What follows belongs to an exercise in optimizing a design on an open flow for a short achievable clock period and few clock cycles; a production flow would make more cautious choices. The RTL was checked by simulation tests, not by an equivalence proof against the original design. Power is estimated from default activity; no workload was simulated.

==> flow/design.v <==
module prc (
    input  wire         clk,
    input  wire         rst,
    input  wire         req_valid,
    output wire         req_ready,
    input  wire [1:0]   req_op,
    input  wire [2:0]   req_reg,
    input  wire [127:0] req_wdata,
    output reg          rsp_valid,
    output reg  [127:0] rsp_rdata
);
    function [5:0] f_shift(input [3:0] i);
        case (i)
            4'd0:  f_shift = 6'd0;   4'd1:  f_shift = 6'd4;
            4'd2:  f_shift = 6'd8;   4'd3:  f_shift = 6'd12;
            4'd4:  f_shift = 6'd16;  4'd5:  f_shift = 6'd20;
            4'd6:  f_shift = 6'd24;  4'd7:  f_shift = 6'd28;
            4'd8:  f_shift = 6'd32;  4'd9:  f_shift = 6'd35;
            4'd10: f_shift = 6'd38;  4'd11: f_shift = 6'd41;
            4'd12: f_shift = 6'd44;  4'd13: f_shift = 6'd46;
            4'd14: f_shift = 6'd48;  default: f_shift = 6'd49;
        endcase
    endfunction
    function [2:0] f_width(input [3:0] i);
        if (i < 4'd8)       f_width = 3'd4;
        else if (i < 4'd12) f_width = 3'd3;
        else if (i < 4'd14) f_width = 3'd2;
        else if (i < 4'd15) f_width = 3'd1;
        else                f_width = 3'd0;
    endfunction
    function [3:0] f_mask(input [3:0] i);
        case (f_width(i))
            3'd4:    f_mask = 4'hF;
            3'd3:    f_mask = 4'h7;
            3'd2:    f_mask = 4'h3;
            3'd1:    f_mask = 4'h1;
            default: f_mask = 4'h0;
        endcase
    endfunction
    function [3:0] f_field(input [63:0] h, input [3:0] i);
        reg [63:0] t;
        begin
            t = h >> f_shift(i);
            f_field = t[3:0] & f_mask(i);
        end
    endfunction
    reg [63:0]  hash_r;
    reg [127:0] arr_r;
    reg [15:0]  used_r;
    reg [7:0]   val_r;
    reg         st_err, st_ovf;
    reg [3:0]   st_cause, st_pos;
    reg [84:0]  ub_r, zb_r;
    reg [127:0] arr_f;
    reg [63:0]  hash_f;
    reg rst_q;
    reg         ready_q;
    reg         s0_v;
    reg [1:0]   s0_op;
    reg [2:0]   s0_reg;
    reg [127:0] s0_data;
    assign req_ready = ready_q;
    wire [7:0] s0_w   = s0_data[7:0];
    wire       s0_rd  = (s0_op == 2'd0);
    wire       s0_wr  = (s0_op == 2'd1);
    wire       s0_cmd = s0_op[1];
    wire       s0_enc = s0_cmd && (s0_w == 8'hB0);
    wire       s0_dec = s0_cmd && (s0_w == 8'hA0);
    wire       s0_pack = s0_cmd && (s0_w[7:4] == 4'h5);
    reg [3:1] wa, wh;
    reg [3:1] ev;
    wire s0_blk = s0_v && ((s0_enc && (|wa)) || (s0_dec && (|wh)));
    wire s0_iss = s0_v && !s0_blk;
    wire kill_a = s0_iss && s0_wr && (s0_reg == 3'd1);
    wire kill_h = s0_iss && s0_wr && (s0_reg == 3'd0);
    wire pend_a_n = (s0_iss && s0_dec) || ((|wa[2:1]) && !kill_a);
    wire pend_h_n = (s0_iss && (s0_enc || s0_pack)) || ((|wh[2:1]) && !kill_h);
    wire in_enc = req_op[1] && (req_wdata[7:0] == 8'hB0);
    wire in_dec = req_op[1] && (req_wdata[7:0] == 8'hA0);
    wire blk_n  = ready_q ? (req_valid && ((in_enc && pend_a_n) || (in_dec && pend_h_n)))
                          : (s0_blk && ((s0_enc && pend_a_n) || (s0_dec && pend_h_n)));
    always @(posedge clk) begin
        if (ready_q) begin
            s0_op   <= req_op;
            s0_reg  <= req_reg;
            s0_data <= req_wdata;
        end
        if (rst) begin
            s0_v    <= 1'b0;
            ready_q <= 1'b1;
        end else begin
            s0_v    <= ready_q ? req_valid : s0_blk;
            ready_q <= !blk_n;
        end
        rst_q <= rst;
    end
    localparam D_RD = 0, D_WR = 1, D_RH = 2, D_RA = 3, D_RU = 4, D_RV = 5, D_RS = 6,
               D_LC = 7, D_UNP = 8, D_PACK = 9, D_CLRU = 10, D_MARK = 11, D_CUB = 12,
               D_NTHU = 13, D_DEC = 14, D_ENC = 15, D_ILL = 16, D_CONST = 17,
               D_IDX = 25, D_MASK = 41, D_DATA = 45, DW = 173;
    reg [DW-1:0] s0_desc;
    always @(*) begin : mkdesc
        reg [3:0] op, idx;
        reg       i0;
        op  = s0_w[7:4];
        idx = s0_w[3:0];
        i0  = (idx == 4'd0);
        s0_desc = {DW{1'b0}};
        s0_desc[D_RD] = s0_rd;
        s0_desc[D_WR] = s0_wr;
        s0_desc[D_RH] = (s0_reg == 3'd0);
        s0_desc[D_RA] = (s0_reg == 3'd1);
        s0_desc[D_RU] = (s0_reg == 3'd2);
        s0_desc[D_RV] = (s0_reg == 3'd3);
        s0_desc[D_RS] = (s0_reg == 3'd4);
        s0_desc[D_LC]   = s0_cmd && (op == 4'h1 || op == 4'h2 || op == 4'h3);
        s0_desc[D_UNP]  = s0_cmd && (op == 4'h4);
        s0_desc[D_PACK] = s0_cmd && (op == 4'h5);
        s0_desc[D_CLRU] = s0_cmd && (op == 4'h6) && i0;
        s0_desc[D_MARK] = s0_cmd && (op == 4'h7) && i0;
        s0_desc[D_CUB]  = s0_cmd && (op == 4'h8) && i0;
        s0_desc[D_NTHU] = s0_cmd && (op == 4'h9) && i0;
        s0_desc[D_DEC]  = s0_cmd && (op == 4'hA) && i0;
        s0_desc[D_ENC]  = s0_cmd && (op == 4'hB) && i0;
        s0_desc[D_ILL]  = s0_cmd && (op == 4'h0 || op >= 4'hC || (op >= 4'h6 && !i0));
        case (op)
            4'h1:    s0_desc[D_CONST +: 8] = {5'd0, f_width(idx)};
            4'h2:    s0_desc[D_CONST +: 8] = {2'd0, f_shift(idx)};
            default: s0_desc[D_CONST +: 8] = {4'd0, f_mask(idx)};
        endcase
        s0_desc[D_IDX +: 16] = 16'd1 << idx;
        s0_desc[D_MASK +: 4] = f_mask(idx);
        s0_desc[D_DATA +: 128] = s0_data;
    end
    reg [DW-1:0] d1, d2, d3;
    always @(posedge clk) begin
        d1 <= s0_desc;
        d2 <= d1;
        d3 <= d2;
        if (rst) begin
            ev <= 3'b000;
            wa <= 3'b000;
            wh <= 3'b000;
        end else begin
            ev[1] <= s0_iss;
            ev[2] <= ev[1];
            ev[3] <= ev[2];
            wa[1] <= s0_iss && s0_dec;
            wa[2] <= wa[1] && !kill_a;
            wa[3] <= wa[2] && !kill_a;
            wh[1] <= s0_iss && (s0_enc || s0_pack);
            wh[2] <= wh[1] && !kill_h;
            wh[3] <= wh[2] && !kill_h;
        end
    end
    reg [255:0] enc1_u;
    reg [63:0]  enc1_e;
    reg [15:0]  enc1_bad;
    always @(posedge clk) begin : enc_s1
        integer i, j, s;
        reg [7:0] e [0:15];
        reg       dup;
        for (i = 0; i < 16; i = i + 1) e[i] = arr_f[8*i +: 8];
        for (i = 0; i < 16; i = i + 1) begin
            enc1_e[4*i +: 4] <= e[i][3:0];
            dup = 1'b0;
            for (j = 0; j < i; j = j + 1)
                dup = dup | (e[j][3:0] == e[i][3:0]);
            enc1_bad[i] <= (e[i][7:4] != 4'd0) | dup;
            for (s = 0; s < 16; s = s + 1) begin : ub
                reg any;
                any = 1'b0;
                for (j = 0; j < i; j = j + 1)
                    any = any | (e[j][3:0] == s[3:0]);
                enc1_u[16*i + s] <= any;
            end
        end
    end
    reg [63:0] enc2_rank;
    reg        enc2_err;
    reg [3:0]  enc2_pos;
    always @(posedge clk) begin : enc_s2
        integer i, s;
        reg [3:0] lo;
        reg [3:0] pos;
        for (i = 0; i < 16; i = i + 1) begin
            lo = 4'd0;
            for (s = 15; s >= 0; s = s - 1)
                if (!enc1_u[16*i + s]) lo = s[3:0];
            enc2_rank[4*i +: 4] <= enc1_e[4*i +: 4] - lo;
        end
        pos = 4'd0;
        for (i = 15; i >= 0; i = i - 1)
            if (enc1_bad[i]) pos = i[3:0];
        enc2_err <= |enc1_bad;
        enc2_pos <= pos;
    end
    reg [63:0] enc3_h;
    reg        enc3_ovf, enc3_err;
    reg [3:0]  enc3_pos;
    always @(posedge clk) begin : enc_s3
        integer i;
        reg [63:0] h;
        reg        ovf;
        h = 64'd0;
        ovf = 1'b0;
        for (i = 0; i < 16; i = i + 1) begin
            h = h | ({60'd0, enc2_rank[4*i +: 4]} << f_shift(i[3:0]));
            ovf = ovf | ((enc2_rank[4*i +: 4] & ~f_mask(i[3:0])) != 4'd0);
        end
        enc3_h   <= h;
        enc3_ovf <= ovf;
        enc3_err <= enc2_err;
        enc3_pos <= enc2_pos;
    end
    function [63:0] dstep(input [63:0] r, input [15:0] th);
        integer k;
        begin
            for (k = 0; k < 16; k = k + 1)
                dstep[4*k +: 4] = th[k] ? ((k < 15) ? r[4*(k+1) +: 4] : 4'd0) : r[4*k +: 4];
        end
    endfunction
    function [3:0] dsel(input [63:0] r, input [15:0] oh);
        integer k;
        begin
            dsel = 4'd0;
            for (k = 0; k < 16; k = k + 1)
                if (oh[k]) dsel = dsel | r[4*k +: 4];
        end
    endfunction
    localparam DS1 = 6, DS2 = 12;
    reg [255:0] dec_th_c, dec_oh_c;      
    reg         dec_err_c;
    reg [3:0]   dec_pos_c;
    always @(*) begin : dec_pre
        integer i, k;
        reg [3:0] L;
        dec_err_c = 1'b0;
        dec_pos_c = 4'd0;
        for (i = 0; i < 16; i = i + 1) begin
            L = f_field(hash_f, i[3:0]);
            for (k = 0; k < 16; k = k + 1) begin
                dec_th_c[16*i + k] = (k >= L);
                dec_oh_c[16*i + k] = (k == L);
            end
        end
        for (i = 15; i >= 0; i = i - 1) begin
            L = f_field(hash_f, i[3:0]);
            if ({1'b0, L} >= 5'd16 - i[4:0]) begin
                dec_err_c = 1'b1;
                dec_pos_c = i[3:0];
            end
        end
    end
    reg [63:0]  dec1_rem;
    reg [63:0]  dec1_a;
    reg [255:0] dec1_th, dec1_oh;
    reg         dec1_err;
    reg [3:0]   dec1_pos;
    always @(posedge clk) begin : dec_s1
        integer i, k;
        reg [63:0] r, a;
        for (k = 0; k < 16; k = k + 1) r[4*k +: 4] = k[3:0];
        a = 64'd0;
        for (i = 0; i < DS1; i = i + 1) begin
            a[4*i +: 4] = dsel(r, dec_oh_c[16*i +: 16]);
            r = dstep(r, dec_th_c[16*i +: 16]);
        end
        dec1_rem <= r;
        dec1_a   <= a;
        dec1_th  <= dec_th_c;
        dec1_oh  <= dec_oh_c;
        dec1_err <= dec_err_c;
        dec1_pos <= dec_pos_c;
    end
    reg [63:0]  dec2_rem;
    reg [63:0]  dec2_a;
    reg [255:0] dec2_th, dec2_oh;
    reg         dec2_err;
    reg [3:0]   dec2_pos;
    always @(posedge clk) begin : dec_s2
        integer i;
        reg [63:0] r, a;
        r = dec1_rem;
        a = dec1_a;
        for (i = DS1; i < DS2; i = i + 1) begin
            a[4*i +: 4] = dsel(r, dec1_oh[16*i +: 16]);
            r = dstep(r, dec1_th[16*i +: 16]);
        end
        dec2_rem <= r;
        dec2_a   <= a;
        dec2_th  <= dec1_th;
        dec2_oh  <= dec1_oh;
        dec2_err <= dec1_err;
        dec2_pos <= dec1_pos;
    end
    reg [63:0]  dec3_a;
    reg         dec3_err;
    reg [3:0]   dec3_pos;
    always @(posedge clk) begin : dec_s3
        integer i;
        reg [63:0] r, a;
        r = dec2_rem;
        a = dec2_a;
        for (i = DS2; i < 16; i = i + 1) begin
            a[4*i +: 4] = dsel(r, dec2_oh[16*i +: 16]);
            r = dstep(r, dec2_th[16*i +: 16]);
        end
        dec3_a   <= a;
        dec3_err <= dec2_err;
        dec3_pos <= dec2_pos;
    end
    reg [84:0] wu_ub, wu_zb;
    always @(posedge clk) begin : wcnt
        integer p;
        reg [4:0] c;
        c = 5'd0;
        for (p = 0; p <= 16; p = p + 1) begin
            wu_ub[5*p +: 5] <= c;
            wu_zb[5*p +: 5] <= p[4:0] - c;
            if (p < 16) c = c + {4'd0, d2[D_DATA + p]};
        end
    end
    wire         r_v     = ev[3];
    wire         r_rd    = d3[D_RD];
    wire         r_wr    = d3[D_WR];
    wire         r_rh    = d3[D_RH];
    wire         r_ra    = d3[D_RA];
    wire         r_ru    = d3[D_RU];
    wire         r_rv    = d3[D_RV];
    wire         r_rs    = d3[D_RS];
    wire [127:0] r_data  = d3[D_DATA +: 128];
    wire [15:0]  r_idx   = d3[D_IDX +: 16];
    wire [3:0]   r_mask  = d3[D_MASK +: 4];
    wire         c_lc    = d3[D_LC];
    wire         c_unp   = d3[D_UNP];
    wire         c_pack  = d3[D_PACK];
    wire         c_clru  = d3[D_CLRU];
    wire         c_mark  = d3[D_MARK];
    wire         c_cub   = d3[D_CUB];
    wire         c_nthu  = d3[D_NTHU];
    wire         c_dec   = d3[D_DEC];
    wire         c_enc   = d3[D_ENC];
    wire         c_ill   = d3[D_ILL];
    wire         r_cmd   = !r_rd && !r_wr;
    reg [3:0] unp_val;
    reg [63:0] pack_or;
    always @(*) begin : unpack_pack
        integer i;
        unp_val = 4'd0;
        pack_or = 64'd0;
        for (i = 0; i < 16; i = i + 1) begin
            if (r_idx[i]) begin
                unp_val = unp_val | f_field(hash_r, i[3:0]);
                pack_or = pack_or | ({56'd0, val_r} << f_shift(i[3:0]));
            end
        end
    end
    wire pack_ovf = (val_r[7:4] != 4'd0) || ((val_r[3:0] & ~r_mask) != 4'd0);
    wire        mark_bad = (val_r[7:4] != 4'd0);
    wire [15:0] mark_bit = 16'd1 << val_r[3:0];
    wire        mark_new = ((used_r & mark_bit) == 16'd0);
    reg [4:0] cub_val;
    always @(*) begin : cub
        integer p;
        cub_val = 5'd0;
        for (p = 0; p < 16; p = p + 1)
            if (val_r[3:0] == p[3:0]) cub_val = ub_r[5*p +: 5];
        if (val_r[7:4] != 4'd0) cub_val = ub_r[80 +: 5];
    end
    wire      nthu_ok = ({3'd0, zb_r[80 +: 5]} > val_r);
    reg [3:0] nthu_pos;
    always @(*) begin : nthu
        integer p;
        nthu_pos = 4'd0;
        for (p = 0; p < 16; p = p + 1)
            if (!used_r[p] && ({3'd0, zb_r[5*p +: 5]} == val_r))
                nthu_pos = nthu_pos | p[3:0];
    end
    reg [63:0]  hash_n;
    reg [127:0] arr_n;
    always @(*) begin
        hash_n = hash_r;
        if (r_v && r_wr && r_rh) hash_n = r_data[63:0];
        if (r_v && c_pack) hash_n = hash_r | pack_or;
        if (r_v && c_enc && !enc3_err) hash_n = enc3_h;
        arr_n = arr_r;
        if (r_v && r_wr && r_ra) arr_n = r_data;
        if (r_v && c_dec && !dec3_err) begin : da
            integer i;
            for (i = 0; i < 16; i = i + 1) arr_n[8*i +: 8] = {4'd0, dec3_a[4*i +: 4]};
        end
    end
    always @(posedge clk) begin : retire
        integer p;
        if (rst_q) begin
            hash_r   <= 64'd0;
            arr_r    <= 128'd0;
            used_r   <= 16'd0;
            val_r    <= 8'd0;
            st_err   <= 1'b0;
            st_ovf   <= 1'b0;
            st_cause <= 4'd0;
            st_pos   <= 4'd0;
            ub_r     <= 85'd0;
            for (p = 0; p <= 16; p = p + 1) zb_r[5*p +: 5] <= p[4:0];
            arr_f    <= 128'd0;
            hash_f   <= 64'd0;
        end else begin
            hash_r <= hash_n;
            arr_r  <= arr_n;
            if (kill_a) arr_f <= s0_data;
            else if (wa[3]) arr_f <= arr_n;
            if (kill_h) hash_f <= s0_data[63:0];
            else if (wh[3]) hash_f <= hash_n;
            if (r_v) begin
                if (r_wr && r_rv) val_r <= r_data[7:0];
                if (r_wr && r_ru) begin
                    used_r <= r_data[15:0];
                    ub_r   <= wu_ub;
                    zb_r   <= wu_zb;
                end
                if (r_cmd) begin
                    st_err   <= 1'b0;
                    st_ovf   <= 1'b0;
                    st_cause <= 4'd0;
                    st_pos   <= 4'd0;
                    if (c_lc)  val_r <= d3[D_CONST +: 8];
                    if (c_unp) val_r <= {4'd0, unp_val};
                    if (c_pack) st_ovf <= pack_ovf;
                    if (c_clru) begin
                        used_r <= 16'd0;
                        ub_r   <= 85'd0;
                        for (p = 0; p <= 16; p = p + 1) zb_r[5*p +: 5] <= p[4:0];
                    end
                    if (c_mark) begin
                        if (mark_bad) begin
                            st_err   <= 1'b1;
                            st_cause <= 4'd4;
                        end else begin
                            used_r <= used_r | mark_bit;
                            if (mark_new)
                                for (p = 1; p <= 16; p = p + 1)
                                    if (p > val_r[3:0]) begin
                                        ub_r[5*p +: 5] <= ub_r[5*p +: 5] + 5'd1;
                                        zb_r[5*p +: 5] <= zb_r[5*p +: 5] - 5'd1;
                                    end
                        end
                    end
                    if (c_cub) val_r <= {3'd0, cub_val};
                    if (c_nthu) begin
                        if (!nthu_ok) begin
                            st_err   <= 1'b1;
                            st_cause <= 4'd3;
                        end else begin
                            val_r <= {4'd0, nthu_pos};
                        end
                    end
                    if (c_dec && dec3_err) begin
                        st_err   <= 1'b1;
                        st_cause <= 4'd2;
                        st_pos   <= dec3_pos;
                    end
                    if (c_enc) begin
                        if (enc3_err) begin
                            st_err   <= 1'b1;
                            st_cause <= 4'd1;
                            st_pos   <= enc3_pos;
                        end else begin
                            st_ovf <= enc3_ovf;
                        end
                    end
                    if (c_ill) begin
                        st_err   <= 1'b1;
                        st_cause <= 4'd5;
                    end
                end
            end
        end
    end
    wire [31:0] status = {20'd0, st_pos, st_cause, 2'b00, st_ovf, st_err};
    always @(posedge clk) begin
        rsp_valid <= !rst && r_v;
        rsp_rdata <= ({128{r_rh}} & {64'd0, hash_r})
                   | ({128{r_ra}} & arr_r)
                   | ({128{r_ru}} & {112'd0, used_r})
                   | ({128{r_rv}} & {120'd0, val_r})
                   | ({128{r_rs}} & {96'd0, status});
    end
endmodule
==> flow/run.sh <==
#!/bin/bash
# synth_recipe.tcl (not shown) runs the flow's synth.tcl, then flattens the netlist and writes it again
# the make line also repeats each setting of config.mk as NAME=value (left out here)
make -C /OpenROAD-flow-scripts/flow DESIGN_CONFIG=/design/flow/config.mk WORK_HOME=/design/flow/orfs CLKGATE_MAP_FILE= SYNTH_SCRIPT=/design/flow/synth_recipe.tcl finish
==> flow/config.mk <==
export PLATFORM = sky130hd
export DESIGN_NAME = prc
export DESIGN_NICKNAME = prc
export VERILOG_FILES = /design/flow/design.v
export SDC_FILE = /design/flow/constraint.sdc
export NUM_CORES = 4
export LEC_CHECK = 0
export CAP_MARGIN = 20
export CORE_MARGIN = 2
export CORE_UTILIZATION = 40
export SLEW_MARGIN = 20
==> flow/constraint.sdc <==
create_clock -name core_clock -period 12.0 [get_ports {clk}]
set_input_delay 2.4000 -clock core_clock [delete_from_list [all_inputs] [get_ports {clk}]]
set_output_delay 2.4000 -clock core_clock [all_outputs]
set_load 0.01 [all_outputs]
==> results.toml, run 1 <==
[run_status]
run_status = "complete, no violations"

[sta]
final-setup-viol-count = 0
worst_slew_pin_slew_ps = 1260
hold_viol = 0
fmaxAchievable_mhz = 135
clock_skew_ps = 52.8
timing.slew.headroom_pct = 15.7
timing_max_transition_violations_final = 0
timing.setup.tns_ps = 0
grt_setup_unrepaired = "false"
layout_min_cycle_time_ps = 7410
worst_slack_ps = 4590
min_period_over_period_pct = 61.7
hold_ws_ps = 294

[grt]
grt_overflow = 0
total_grt_usage_pct = 28.0
grt_antenna_before_repair = 25
wire_length_of_the_first_global_routing_pass_mm = 501
first_global_vias = 73800
largest_net_degree_at_the_start_of_global_routing = 110

[clock_network]
path_clk_slew_ps = 60
cts_max_level = 4
holdBufCountCts = 0
cts_setup_buffers = 0
cts_tree = "built"
cts_root_buffer = "clkbuf_16"
cts-buffers-inserted = 234
postcts_resize_cnt = 0
clock_sinks = 2296
worstSkewPairLatency_ps = 930
clock_tree.buffer_depth = 3

[synth]
yosys.cell_count.top_type = "dfxtp_1"
synthesis_warning_total = 2
primary_flip_flop_cell_chosen_by_synthesis_mapping = "dfxtp_1"
synthTopCellsByCount = "dfxtp_1, nor2_1, nand2_1"
synth-seq-cells = 2296
postSynthAreaPerCell_sq_um = 9.32
post_synth_inst_count = 10000
synth-async-reset-ratio_pct = 0
yosysTopAreaCellShare_pct = 46.2
synth_cell_type_count = 96
yosysSeqAreaShare_pct = 50.5
post_synth_instance_area_sq_um = 93700
synth_top_cells_by_area = "dfxtp_1, edfxtp_1, nor2_1"
synth_edf_count = 133
yosysTopAreaCell = "dfxtp_1"

[floorplan]
die_height_um = 488
core_region_area_sq_um = 233000
rows = 177
die_w_um = 488
start_util_pct = 40.2
die_area_sq_um = 238000
top_level_ports = 266

[placement]
io_buffers = 265
post-place-ws_ps = 4620
placedInstanceArea_sq_um = 99100
placed_cells = 12900
routabilityCongestion = 0.953
detailed_place_hpwl_mm = 245

[finish]
num-fill-cells = 21900
layout.nets = 10300
number_of_flip_flops_in_the_largest_register = 240
multi_input_comb_area_sq_um = 42600
max_flop_register = "enc1_u"
drive_gt1_share_pct = 8.59
areaGrowthSynthToFinish_pct = 14.7
largestRegisters = "enc1_u: 240 flops, d1: 171 flops, d2: 171 flops"
register_area_sq_um = 47300
final_area_sq_um = 107000
layout.cells.non_filler = 13400

[setup_path]
critical_path_required_ps = 12830
critPathCaptureType = "flip-flop"
critical-path-max-stage-delay_ps = 540
critical_path_peak_fanout = 9
setup.worst_path.class = "reg -> reg"
rr_startpoint = "d2[45]"
reg2regPathDepth = 21
timing.critical_path.cells = "fa_1 > ha_1 > fa_1 > ha_1 > ha_1 > ha_1 > ha_1 > ha_1 > ha_1 > ha_1 > ha_1 > ha_1 > ha_1 > xnor2_1 > xnor2_2 > and3_1 > xnor2_1 > xnor2_2 > xnor2_1 > nor3b_1 > xor2_1"
critical_path.most_common_cell = "ha_1"
critical_path_arrival_ps = 8240
setup.worst_path.start_class = "flip-flop"
critPathLaunch = "d2[45]"
critPathSlowestCell = "fa_1"

[routing]
route.final.wire_length_mm = 344
viasPerCell = 5.78
dr_total_vias = 77400
wire_per_inst_um = 25.7
remaining_drc_errors = 0
drt_pre_antenna_iters = 8
drtIter0Drc = 8630
ant_nets = 0

[power]
powerDensity_nw_per_um2 = 166
leakagePower_nw = 42.6
ir_worst_vdd_mv = 0.173

[worst_hold_path]
path_category_of_the_worst_min_delay_check = "reg -> reg"
worstHoldPathCells = 0
holdCritStartpoint = "d1[9]"

[run]
timing.max_cap.violations = 0
[worst paths after layout]
check	to	slack, ps
max	wu_zb[84]	4590
min	d2[9]	290
max reg2reg	wu_zb[84]	4590
min reg2reg	d2[9]	290
[cell type report]
| type | instances | area share, % |
|---|---|---|
| well taps | 3132 | 3.65 |
| multi-input cells | 6707 | 39.6 |
| clock inverters | 112 | 1.39 |
| clock buffers | 325 | 6.41 |
| repair buffers | 420 | 3.56 |
| inverters | 379 | 1.33 |
| flip-flops and latches | 2296 | 44.0 |
| diodes | 15 | 0.0349 |
[report_power, final]
| part | switching (mW) | total (mW) | leakage, nW | internal [mW] |
|---|---|---|---|---|
| registers | 0.226 | 8.32 | 19.1 | 8.10 |
| logic | 0.999 | 1.67 | 19.4 | 0.668 |
| clock network | 3.26 | 7.81 | 4.10 | 4.55 |
| total | 4.48 | 17.8 | 42.6 | 13.3 |
[placed cells by master (no fill, tap or decap), types with 60 or more instances in the layout]
| cell | Yosys | routed |
|---|---|---|
| dfxtp_1 | 2163 | 2144 |
| nor2_1 | 964 | 961 |
| nand2_1 | 889 | 884 |
| a21oi_1 | 582 | 582 |
| o21ai_0 | 526 | 524 |
| xor2_1 | 399 | 399 |
| inv_1 | 370 | 370 |
| mux2i_1 | 283 | 283 |
| xnor2_1 | 269 | 269 |
| clkdlybuf4s50_1 | 0 | 265 |
| clkbuf_16 | 0 | 241 |
| a211oi_1 | 225 | 225 |
| nor3_1 | 222 | 221 |
| nand3_1 | 221 | 220 |
| and2_1 | 202 | 200 |
| a22oi_1 | 171 | 171 |
| nor4_1 | 167 | 162 |
| buf_4 | 0 | 154 |
| mux2_2 | 144 | 144 |
| nand4_1 | 138 | 138 |
| edfxtp_1 | 133 | 133 |
| ha_1 | 128 | 128 |
| a21o_1 | 89 | 89 |
| a22o_1 | 73 | 73 |
| or2_2 | 61 | 61 |
| nand2b_1 | 60 | 60 |
| o22ai_1 | 60 | 60 |
[per-layer routing]
metal	global-route usage (%)	vias up	share of wire (%)	wire length (um)
met1	39.1	37900	44	152000
met5	0	-	0.026	91
met2	42.8	3592	44	150000
met3	4.58	707	7.8	26800
met4	11.6	12	4.3	14900
li1	-	35200	-	-
[per-stage QoR]
step / utilization (%) / total power [mW]
4_1_cts: 46.2 / 17.9
5_1_grt: 46.2 / 18.4
6_report: 46.2 / 17.8
3_5_place_dp: 42.6 / 10.1
3_3_place_gp: 42.6 / 10.1
2_1_floorplan: - / 9.58
[cells by family (layout without fill, tap and decap cells)]
kind of cell | after synthesis | in the layout | synth area share, %
buffers and inverters | 1045 | 1236 | 4.21
other | 1 | 16 | 0.00400
AOI/OAI and AO/OA | 2263 | 2263 | 15.6
xor gates and xnor gates | 685 | 685 | 6.62
and+or+nand+nor | 3175 | 3175 | 16.0
adders and majority gates | 146 | 146 | 2.08
muxes | 437 | 437 | 5.00
DFF | 2296 | 2296 | 50.5
[worst max-delay path, delay by kind of cell (launching register included)]
kind	cells	cell delay, ps
XOR/XNOR	6	1250
adder cells (fa/ha/maj)	13	5200
flip-flops	1	350
AND/OR/NAND/NOR	2	550
Testbench counts, summed over its fixed seeds: cycles 13,844.
==> inputs of run 2 (changes only) <==
--- a/flow/design.v
+++ b/flow/design.v
@@ -55,18 +55,25 @@
     reg [63:0]  hash_f;
     reg rst_q;
     reg         ready_q;
-    reg         s0_v;
-    reg [1:0]   s0_op;
-    reg [2:0]   s0_reg;
-    reg [127:0] s0_data;
+    reg         n_v;
+    reg [1:0]   n_op;
+    reg [2:0]   n_reg;
+    reg [127:0] n_data;
+    reg         h_v, h_enc;
     assign req_ready = ready_q;
-    wire [7:0] s0_w   = s0_data[7:0];
-    wire       s0_rd  = (s0_op == 2'd0);
-    wire       s0_wr  = (s0_op == 2'd1);
-    wire       s0_cmd = s0_op[1];
-    wire       s0_enc = s0_cmd && (s0_w == 8'hB0);
-    wire       s0_dec = s0_cmd && (s0_w == 8'hA0);
-    wire       s0_pack = s0_cmd && (s0_w[7:4] == 4'h5);
+    wire       n_enc   = n_op[1] && (n_data[7:0] == 8'hB0);
+    wire       n_dec   = n_op[1] && (n_data[7:0] == 8'hA0);
+    wire       s0_v    = n_v || h_v;
+    wire [1:0] s0_op   = h_v ? 2'd2 : n_op;
+    wire [2:0] s0_reg  = n_reg;
+    wire [127:0] s0_data = n_data;
+    wire [7:0] s0_w    = h_v ? (h_enc ? 8'hB0 : 8'hA0) : n_data[7:0];
+    wire       s0_rd   = (s0_op == 2'd0);
+    wire       s0_wr   = (s0_op == 2'd1);
+    wire       s0_cmd  = s0_op[1];
+    wire       s0_enc  = h_v ? h_enc : n_enc;
+    wire       s0_dec  = h_v ? !h_enc : n_dec;
+    wire       s0_pack = !h_v && n_op[1] && (n_data[7:4] == 4'h5);
     reg [3:1] wa, wh;
     reg [3:1] ev;
     wire s0_blk = s0_v && ((s0_enc && (|wa)) || (s0_dec && (|wh)));
@@ -80,16 +87,17 @@
     wire blk_n  = ready_q ? (req_valid && ((in_enc && pend_a_n) || (in_dec && pend_h_n)))
                           : (s0_blk && ((s0_enc && pend_a_n) || (s0_dec && pend_h_n)));
     always @(posedge clk) begin
-        if (ready_q) begin
-            s0_op   <= req_op;
-            s0_reg  <= req_reg;
-            s0_data <= req_wdata;
-        end
+        n_op   <= req_op;
+        n_reg  <= req_reg;
+        n_data <= req_wdata;
+        h_enc  <= s0_enc;
         if (rst) begin
-            s0_v    <= 1'b0;
+            n_v     <= 1'b0;
+            h_v     <= 1'b0;
             ready_q <= 1'b1;
         end else begin
-            s0_v    <= ready_q ? req_valid : s0_blk;
+            n_v     <= req_valid && ready_q;
+            h_v     <= s0_blk;
             ready_q <= !blk_n;
         end
         rst_q <= rst;
@@ -153,13 +161,15 @@
             wh[3] <= wh[2] && !kill_h;
         end
     end
-    reg [255:0] enc1_u;
-    reg [63:0]  enc1_e;
-    reg [15:0]  enc1_bad;
+    reg [63:0] enc1_lo;
+    reg [63:0] enc1_e;
+    reg [15:0] enc1_bad;
     always @(posedge clk) begin : enc_s1
         integer i, j, s;
-        reg [7:0] e [0:15];
-        reg       dup;
+        reg [7:0]  e [0:15];
+        reg        dup;
+        reg [15:0] u;
+        reg [3:0]  lo;
         for (i = 0; i < 16; i = i + 1) e[i] = arr_f[8*i +: 8];
         for (i = 0; i < 16; i = i + 1) begin
             enc1_e[4*i +: 4] <= e[i][3:0];
@@ -167,28 +177,25 @@
             for (j = 0; j < i; j = j + 1)
                 dup = dup | (e[j][3:0] == e[i][3:0]);
             enc1_bad[i] <= (e[i][7:4] != 4'd0) | dup;
-            for (s = 0; s < 16; s = s + 1) begin : ub
-                reg any;
-                any = 1'b0;
+            for (s = 0; s < 16; s = s + 1) begin
+                u[s] = 1'b0;
                 for (j = 0; j < i; j = j + 1)
-                    any = any | (e[j][3:0] == s[3:0]);
-                enc1_u[16*i + s] <= any;
+                    u[s] = u[s] | (e[j][3:0] == s[3:0]);
             end
+            lo = 4'd0;
+            for (s = 15; s >= 0; s = s - 1)
+                if (!u[s]) lo = s[3:0];
+            enc1_lo[4*i +: 4] <= lo;
         end
     end
     reg [63:0] enc2_rank;
     reg        enc2_err;
     reg [3:0]  enc2_pos;
     always @(posedge clk) begin : enc_s2
-        integer i, s;
-        reg [3:0] lo;
+        integer i;
         reg [3:0] pos;
-        for (i = 0; i < 16; i = i + 1) begin
-            lo = 4'd0;
-            for (s = 15; s >= 0; s = s - 1)
-                if (!enc1_u[16*i + s]) lo = s[3:0];
-            enc2_rank[4*i +: 4] <= enc1_e[4*i +: 4] - lo;
-        end
+        for (i = 0; i < 16; i = i + 1)
+            enc2_rank[4*i +: 4] <= enc1_e[4*i +: 4] - enc1_lo[4*i +: 4];
         pos = 4'd0;
         for (i = 15; i >= 0; i = i - 1)
             if (enc1_bad[i]) pos = i[3:0];
@@ -213,113 +220,144 @@
         enc3_err <= enc2_err;
         enc3_pos <= enc2_pos;
     end
-    function [63:0] dstep(input [63:0] r, input [15:0] th);
+    function [63:0] dstep(input [63:0] r, input [3:0] L);
         integer k;
         begin
             for (k = 0; k < 16; k = k + 1)
-                dstep[4*k +: 4] = th[k] ? ((k < 15) ? r[4*(k+1) +: 4] : 4'd0) : r[4*k +: 4];
+                dstep[4*k +: 4] = (k >= L) ? ((k < 15) ? r[4*(k+1) +: 4] : 4'd0) : r[4*k +: 4];
         end
     endfunction
-    function [3:0] dsel(input [63:0] r, input [15:0] oh);
+    function [3:0] dsel(input [63:0] r, input [3:0] L);
         integer k;
         begin
             dsel = 4'd0;
             for (k = 0; k < 16; k = k + 1)
-                if (oh[k]) dsel = dsel | r[4*k +: 4];
+                if (L == k) dsel = dsel | r[4*k +: 4];
         end
     endfunction
     localparam DS1 = 6, DS2 = 12;
-    reg [255:0] dec_th_c, dec_oh_c;      
-    reg         dec_err_c;
-    reg [3:0]   dec_pos_c;
+    reg [63:0] dec_L_c;
+    reg        dec_err_c;
+    reg [3:0]  dec_pos_c;
     always @(*) begin : dec_pre
-        integer i, k;
+        integer i;
         reg [3:0] L;
         dec_err_c = 1'b0;
         dec_pos_c = 4'd0;
-        for (i = 0; i < 16; i = i + 1) begin
-            L = f_field(hash_f, i[3:0]);
-            for (k = 0; k < 16; k = k + 1) begin
-                dec_th_c[16*i + k] = (k >= L);
-                dec_oh_c[16*i + k] = (k == L);
-            end
-        end
+        for (i = 0; i < 16; i = i + 1)
+            dec_L_c[4*i +: 4] = f_field(hash_f, i[3:0]);
         for (i = 15; i >= 0; i = i - 1) begin
-            L = f_field(hash_f, i[3:0]);
+            L = dec_L_c[4*i +: 4];
             if ({1'b0, L} >= 5'd16 - i[4:0]) begin
                 dec_err_c = 1'b1;
                 dec_pos_c = i[3:0];
             end
         end
     end
-    reg [63:0]  dec1_rem;
-    reg [63:0]  dec1_a;
-    reg [255:0] dec1_th, dec1_oh;
-    reg         dec1_err;
-    reg [3:0]   dec1_pos;
+    reg [63:0] dec1_rem, dec1_a, dec1_L;
+    reg        dec1_err;
+    reg [3:0]  dec1_pos;
     always @(posedge clk) begin : dec_s1
         integer i, k;
         reg [63:0] r, a;
         for (k = 0; k < 16; k = k + 1) r[4*k +: 4] = k[3:0];
         a = 64'd0;
         for (i = 0; i < DS1; i = i + 1) begin
-            a[4*i +: 4] = dsel(r, dec_oh_c[16*i +: 16]);
-            r = dstep(r, dec_th_c[16*i +: 16]);
+            a[4*i +: 4] = dsel(r, dec_L_c[4*i +: 4]);
+            r = dstep(r, dec_L_c[4*i +: 4]);
         end
         dec1_rem <= r;
         dec1_a   <= a;
-        dec1_th  <= dec_th_c;
-        dec1_oh  <= dec_oh_c;
+        dec1_L   <= dec_L_c;
         dec1_err <= dec_err_c;
         dec1_pos <= dec_pos_c;
     end
-    reg [63:0]  dec2_rem;
-    reg [63:0]  dec2_a;
-    reg [255:0] dec2_th, dec2_oh;
-    reg         dec2_err;
-    reg [3:0]   dec2_pos;
+    reg [63:0] dec2_rem, dec2_a, dec2_L;
+    reg        dec2_err;
+    reg [3:0]  dec2_pos;
     always @(posedge clk) begin : dec_s2
         integer i;
         reg [63:0] r, a;
         r = dec1_rem;
         a = dec1_a;
         for (i = DS1; i < DS2; i = i + 1) begin
-            a[4*i +: 4] = dsel(r, dec1_oh[16*i +: 16]);
-            r = dstep(r, dec1_th[16*i +: 16]);
+            a[4*i +: 4] = dsel(r, dec1_L[4*i +: 4]);
+            r = dstep(r, dec1_L[4*i +: 4]);
         end
         dec2_rem <= r;
         dec2_a   <= a;
-        dec2_th  <= dec1_th;
-        dec2_oh  <= dec1_oh;
+        dec2_L   <= dec1_L;
         dec2_err <= dec1_err;
         dec2_pos <= dec1_pos;
     end
-    reg [63:0]  dec3_a;
-    reg         dec3_err;
-    reg [3:0]   dec3_pos;
+    reg [63:0] dec3_a;
+    reg        dec3_err;
+    reg [3:0]  dec3_pos;
     always @(posedge clk) begin : dec_s3
         integer i;
         reg [63:0] r, a;
         r = dec2_rem;
         a = dec2_a;
         for (i = DS2; i < 16; i = i + 1) begin
-            a[4*i +: 4] = dsel(r, dec2_oh[16*i +: 16]);
-            r = dstep(r, dec2_th[16*i +: 16]);
+            a[4*i +: 4] = dsel(r, dec2_L[4*i +: 4]);
+            r = dstep(r, dec2_L[4*i +: 4]);
         end
         dec3_a   <= a;
         dec3_err <= dec2_err;
         dec3_pos <= dec2_pos;
     end
+    reg [15:0] wc1_wu, wc1_wz;       
+    reg [11:0] wc1_tu, wc1_tz;       
+    always @(posedge clk) begin : wc_s1
+        integer n;
+        reg [3:0] b;
+        for (n = 0; n < 4; n = n + 1) begin
+            b = s0_data[4*n +: 4];
+            wc1_wu[4*n +: 4] <= {{1'b0, b[0]} + {1'b0, b[1]}, b[0], 1'b0} ;
+            wc1_wz[4*n +: 4] <= {{1'b0, ~b[0]} + {1'b0, ~b[1]}, ~b[0], 1'b0};
+            wc1_tu[3*n +: 3] <= {2'd0, b[0]} + {2'd0, b[1]} + {2'd0, b[2]} + {2'd0, b[3]};
+            wc1_tz[3*n +: 3] <= {2'd0, ~b[0]} + {2'd0, ~b[1]} + {2'd0, ~b[2]} + {2'd0, ~b[3]};
+        end
+    end
+    reg [19:0] wc2_bu, wc2_bz;       
+    reg [15:0] wc2_wu, wc2_wz;
+    always @(posedge clk) begin : wc_s2
+        reg [4:0] t0, t1, t2, t3;
+        t0 = {2'd0, wc1_tu[0 +: 3]}; t1 = {2'd0, wc1_tu[3 +: 3]};
+        t2 = {2'd0, wc1_tu[6 +: 3]}; t3 = {2'd0, wc1_tu[9 +: 3]};
+        wc2_bu <= {(t0 + t1) + (t2 + t3), (t0 + t1) + t2, t0 + t1, t0};
+        t0 = {2'd0, wc1_tz[0 +: 3]}; t1 = {2'd0, wc1_tz[3 +: 3]};
+        t2 = {2'd0, wc1_tz[6 +: 3]}; t3 = {2'd0, wc1_tz[9 +: 3]};
+        wc2_bz <= {(t0 + t1) + (t2 + t3), (t0 + t1) + t2, t0 + t1, t0};
+        wc2_wu <= wc1_wu;
+        wc2_wz <= wc1_wz;
+    end
     reg [84:0] wu_ub, wu_zb;
-    always @(posedge clk) begin : wcnt
-        integer p;
-        reg [4:0] c;
-        c = 5'd0;
-        for (p = 0; p <= 16; p = p + 1) begin
-            wu_ub[5*p +: 5] <= c;
-            wu_zb[5*p +: 5] <= p[4:0] - c;
-            if (p < 16) c = c + {4'd0, d2[D_DATA + p]};
+    always @(posedge clk) begin : wc_s3
+        integer n, j;
+        reg [4:0] bu, bz;
+        reg [1:0] wu, wz;
+        reg [3:0] b;
+        for (n = 0; n < 4; n = n + 1) begin
+            bu = (n == 0) ? 5'd0 : wc2_bu[5*(n-1) +: 5];
+            bz = (n == 0) ? 5'd0 : wc2_bz[5*(n-1) +: 5];
+            b  = d2[D_DATA + 4*n +: 4];
+            for (j = 0; j < 4; j = j + 1) begin
+                case (j)
+                    0: begin wu = 2'd0; wz = 2'd0; end
+                    1: begin wu = {1'b0, b[0]}; wz = {1'b0, ~b[0]}; end
+                    2: begin wu = wc2_wu[4*n + 2 +: 2]; wz = wc2_wz[4*n + 2 +: 2]; end
+                    default: begin
+                        wu = wc2_wu[4*n + 2 +: 2] + {1'b0, b[2]};
+                        wz = wc2_wz[4*n + 2 +: 2] + {1'b0, ~b[2]};
+                    end
+                endcase
+                wu_ub[5*(4*n + j) +: 5] <= bu + {3'd0, wu};
+                wu_zb[5*(4*n + j) +: 5] <= bz + {3'd0, wz};
+            end
         end
+        wu_ub[80 +: 5] <= wc2_bu[15 +: 5];
+        wu_zb[80 +: 5] <= wc2_bz[15 +: 5];
     end
     wire         r_v     = ev[3];
     wire         r_rd    = d3[D_RD];
--- a/flow/config.mk
+++ b/flow/config.mk
@@ -5,6 +5,7 @@
 export SDC_FILE = /design/flow/constraint.sdc
 export NUM_CORES = 4
 export LEC_CHECK = 0
+export ABC_CLOCK_PERIOD_IN_PS = 3000
 export CAP_MARGIN = 20
 export CORE_MARGIN = 2
 export CORE_UTILIZATION = 40
==> run 2 against run 1 <==
Effect of this change: critical path type unchanged; sequential share of layout area down 4.0 points; clock power is 6.5% lower; die area decreased by 2.2%; sequential cell count decreased by 211; clock-buffer cell count is 50 lower; cell area fell by 2.9%; still clean on timing, DRC and antenna; synthesized area down 2.2%; critical path depth decreased by 9; combinational power shrank 52%; non-clock buffer count is 15 higher; total power fell by 11%.
==> results.toml, run 2 <==
[finish]
layout_common_cells = "dfxtp_1, nor2_1, nand2_1"
drive_gt1_share_pct = 8.31
max_flop_register = "d3"
most_common_cell_after_layout_fill_and_taps_aside = "dfxtp_1"
number_of_flip_flops_in_the_largest_register = 170
largestRegisters = "d3: 170 flops, d1: 167 flops, d2: 167 flops"
layout.nets = 10500
areaGrowthSynthToFinish_pct = 14.0
utilization_pct = 45.9

[setup_path]
critical-path-top-delay-family = "buffers and inverters"
timing.critical_path.cells = "inv_1 > ha_1 > nor4b_1 > a32oi_1 > o22ai_1 > or2_2 > nor2_1 > nand2_4 > buf_4 > buf_4 > nor2_1 > a211oi_1"
regToRegSetupSlack_ps = 7100
setup.worst_path.class = "reg -> reg"
critical_path_peak_fanout = 81
reg2regPathDepth = 12
cp_num_buf_inv = 3
critPathSlowestCell = "buf_4"
setup.worst_path.end = "arr_f[97]"
critPathCaptureType = "flip-flop"
critical_path_required_ps = 12750
critical-path-max-stage-delay_ps = 840
critPathLaunch = "n_data[1]"
rr_startpoint = "n_data[1]"
setup.worst_path.start_class = "flip-flop"
critical_path_arrival_ps = 5650
r2r_end = "arr_f[97]"
worstSetupPathDepth = 12

[synth]
postSynthAreaPerCell_sq_um = 8.98
synthesis_warning_total = 2
synth-async-reset-ratio_pct = 0
synthTopCellsByCount = "dfxtp_1, nor2_1, nand2_1"
synth_top_cells_by_area = "dfxtp_1, xor2_1, nor2_1"
yosys.cell_count.top_type = "dfxtp_1"
yosysTopAreaCell = "dfxtp_1"
yosysSeqAreaShare_pct = 45.6
synth_cell_type_count = 113
post_synth_instance_area_sq_um = 91600
synth-seq-cells = 2085
primary_flip_flop_cell_chosen_by_synthesis_mapping = "dfxtp_1"
yosysTopAreaCellShare_pct = 45.6
post_synth_inst_count = 10200
synth_edf_count = 0

[grt]
largest_net_degree_at_the_start_of_global_routing = 163
grt_antenna_before_repair = 40
groute.layer.met2.usage_pct = 45.4
first_global_vias = 74700
busiest_layer = "met2"
grt_overflow = 0
total_grt_usage_pct = 29.2
groute.layer.met1.usage_pct = 39.5
wire_length_of_the_first_global_routing_pass_mm = 510
grtUsageMet3_pct = 4.67

[run]
timing.max_cap.violations = 0

[placement]
detailed_place_hpwl_mm = 249
routabilityCongestion = 0.975
io_buffers = 265

[sta]
layout_min_cycle_time_ps = 4900
hold_viol = 0
clock_skew_ps = 101
fmaxAchievable_mhz = 204
timing.setup.tns_ps = 0
min_period_over_period_pct = 40.8
timing.slew.headroom_pct = 17.8
worst_slew_pin_slew_ps = 1220
grt_setup_unrepaired = "false"
final-setup-viol-count = 0
hold_ws_ps = 281
timing_max_transition_violations_final = 0

[routing]
remaining_drc_errors = 0
route.final.wire_length_mm = 352
dr_total_vias = 79200
drtIter0Drc = 9749
wire_per_inst_um = 26.4
ant_nets = 0
drt_pre_antenna_iters = 7
viasPerCell = 5.94

[clock_network]
clock_tree.buffer_depth = 3
clock_sinks = 2085
cts-buffers-inserted = 212
cts_setup_buffers = 0
path_clk_slew_ps = 60
postcts_resize_cnt = 0
cts_root_buffer = "clkbuf_16"
cts_max_level = 4
holdBufCountCts = 0
worstSkewPairLatency_ps = 920
cts_tree = "built"

[power]
powerDensity_nw_per_um2 = 151
ir_worst_vdd_mv = 0.146
fin_total_pwr_mw = 15.8
leakagePower_nw = 41.2

[floorplan]
core_region_area_sq_um = 227000
top_level_ports = 266
die_area_sq_um = 233000
die_height_um = 483
rows = 175
start_util_pct = 40.3
die_w_um = 483

[worst_hold_path]
worstHoldPathCells = 0
path_category_of_the_worst_min_delay_check = "reg -> reg"

[run_status]
run_status = "complete, no violations"
-- run 2: cell families after synthesis --
| logic type | after synthesis | synth area share (%) |
|---|---|---|
| XOR/XNOR | 678 | 6.48 |
| AO/OA/AOI/OAI | 2398 | 17.3 |
| AND/OR/NAND/NOR | 3232 | 17.1 |
| adder cells (fa/ha/maj) | 219 | 3.36 |
| flip-flops | 2085 | 45.6 |
| multiplexers | 450 | 5.42 |
| buffers and inverters | 1136 | 4.87 |
| other | 1 | 0.00409 |
-- run 2: final cells by class --
type | count | area, sq um
fillers | 21500 | 123000
diodes | 19 | 47.5
well taps | 3009 | 3760
flip-flops and latches | 2085 | 41800
clock buffers | 275 | 5960
repair buffers | 435 | 3940
multi-input cells | 6987 | 45600
clock inverters | 126 | 1910
inverters | 381 | 1430
-- run 2: metal layers --
| metal | up-vias | part of all wire (%) |
|---|---|---|
| met5 | - | 0.026 |
| met4 | 12 | 5.0 |
| met3 | 860 | 8.1 |
| met2 | 4040 | 44 |
| met1 | 38400 | 42 |
| li1 | 35800 | - |
-- run 2: how the worst min path moves through the flow --
| stage | start | endpoint | slack, ps |
|---|---|---|---|
| after floorplan | d1[0] | d2[0] | 310 |
| after global placement | d1[68] | d2[68] | 310 |
| after detailed placement | d1[103] | d2[103] | 310 |
| after CTS | d2[62] | d3[62] | 290 |
| after global routing | d2[62] | d3[62] | 290 |
| final | dec2_a[2] | dec3_a[2] | 280 |
-- run 2: stage by stage --
| step | area (sq um) | setup slack (ps) | cells |
|---|---|---|---|
| floorplan | 91700 | 8870 | 10200 |
| global placement | 96500 | 7390 | 12900 |
| detailed placement | 96500 | 7250 | 12900 |
| CTS | 104000 | 7120 | 13300 |
| global route | 104000 | 6790 | 13300 |
| finish | 104000 | 7100 | 13300 |
-- run 2: power breakdown --
group	internal (mW)	switching, mW	total [mW]
clock	4.29	3.01	7.30
sequential	7.33	0.318	7.65
combinational	0.339	0.468	0.807
Testbench counts of run 2, summed over its fixed seeds: cycles 13,844.

## what the ideal ports hide
Ports are ideal in the flow. The routed layouts listed here were re-timed in OpenROAD. Step 1 (the two cells are an assumption about what drives the block):
set clk [get_ports {clk}]
set_driving_cell -lib_cell sky130_fd_sc_hd__clkbuf_16 $clk
set_driving_cell -lib_cell sky130_fd_sc_hd__buf_2 [delete_from_list [all_inputs] $clk]
Step 2 times the ports against the registers' clock, not the clock port: input delays grow and output delays shrink by t, the midpoint of the rising clock arrivals with the driver on. Three values: ideal ports, drivers, drivers and shift; two values: the first two.
| run | t (ns) | setup slack, ns | worst slew at a driven data input, ns | cell pins on the clock port's net |
|---|---|---|---|---|
| run 1 | 1.013 | 4.594 / 4.594 / 4.594 | 0.06 | 1 |
| run 2 | 0.963 | 7.098 / 7.098 / 7.098 | 0.12 | 1 |
After both steps every run listed still meets setup and hold.
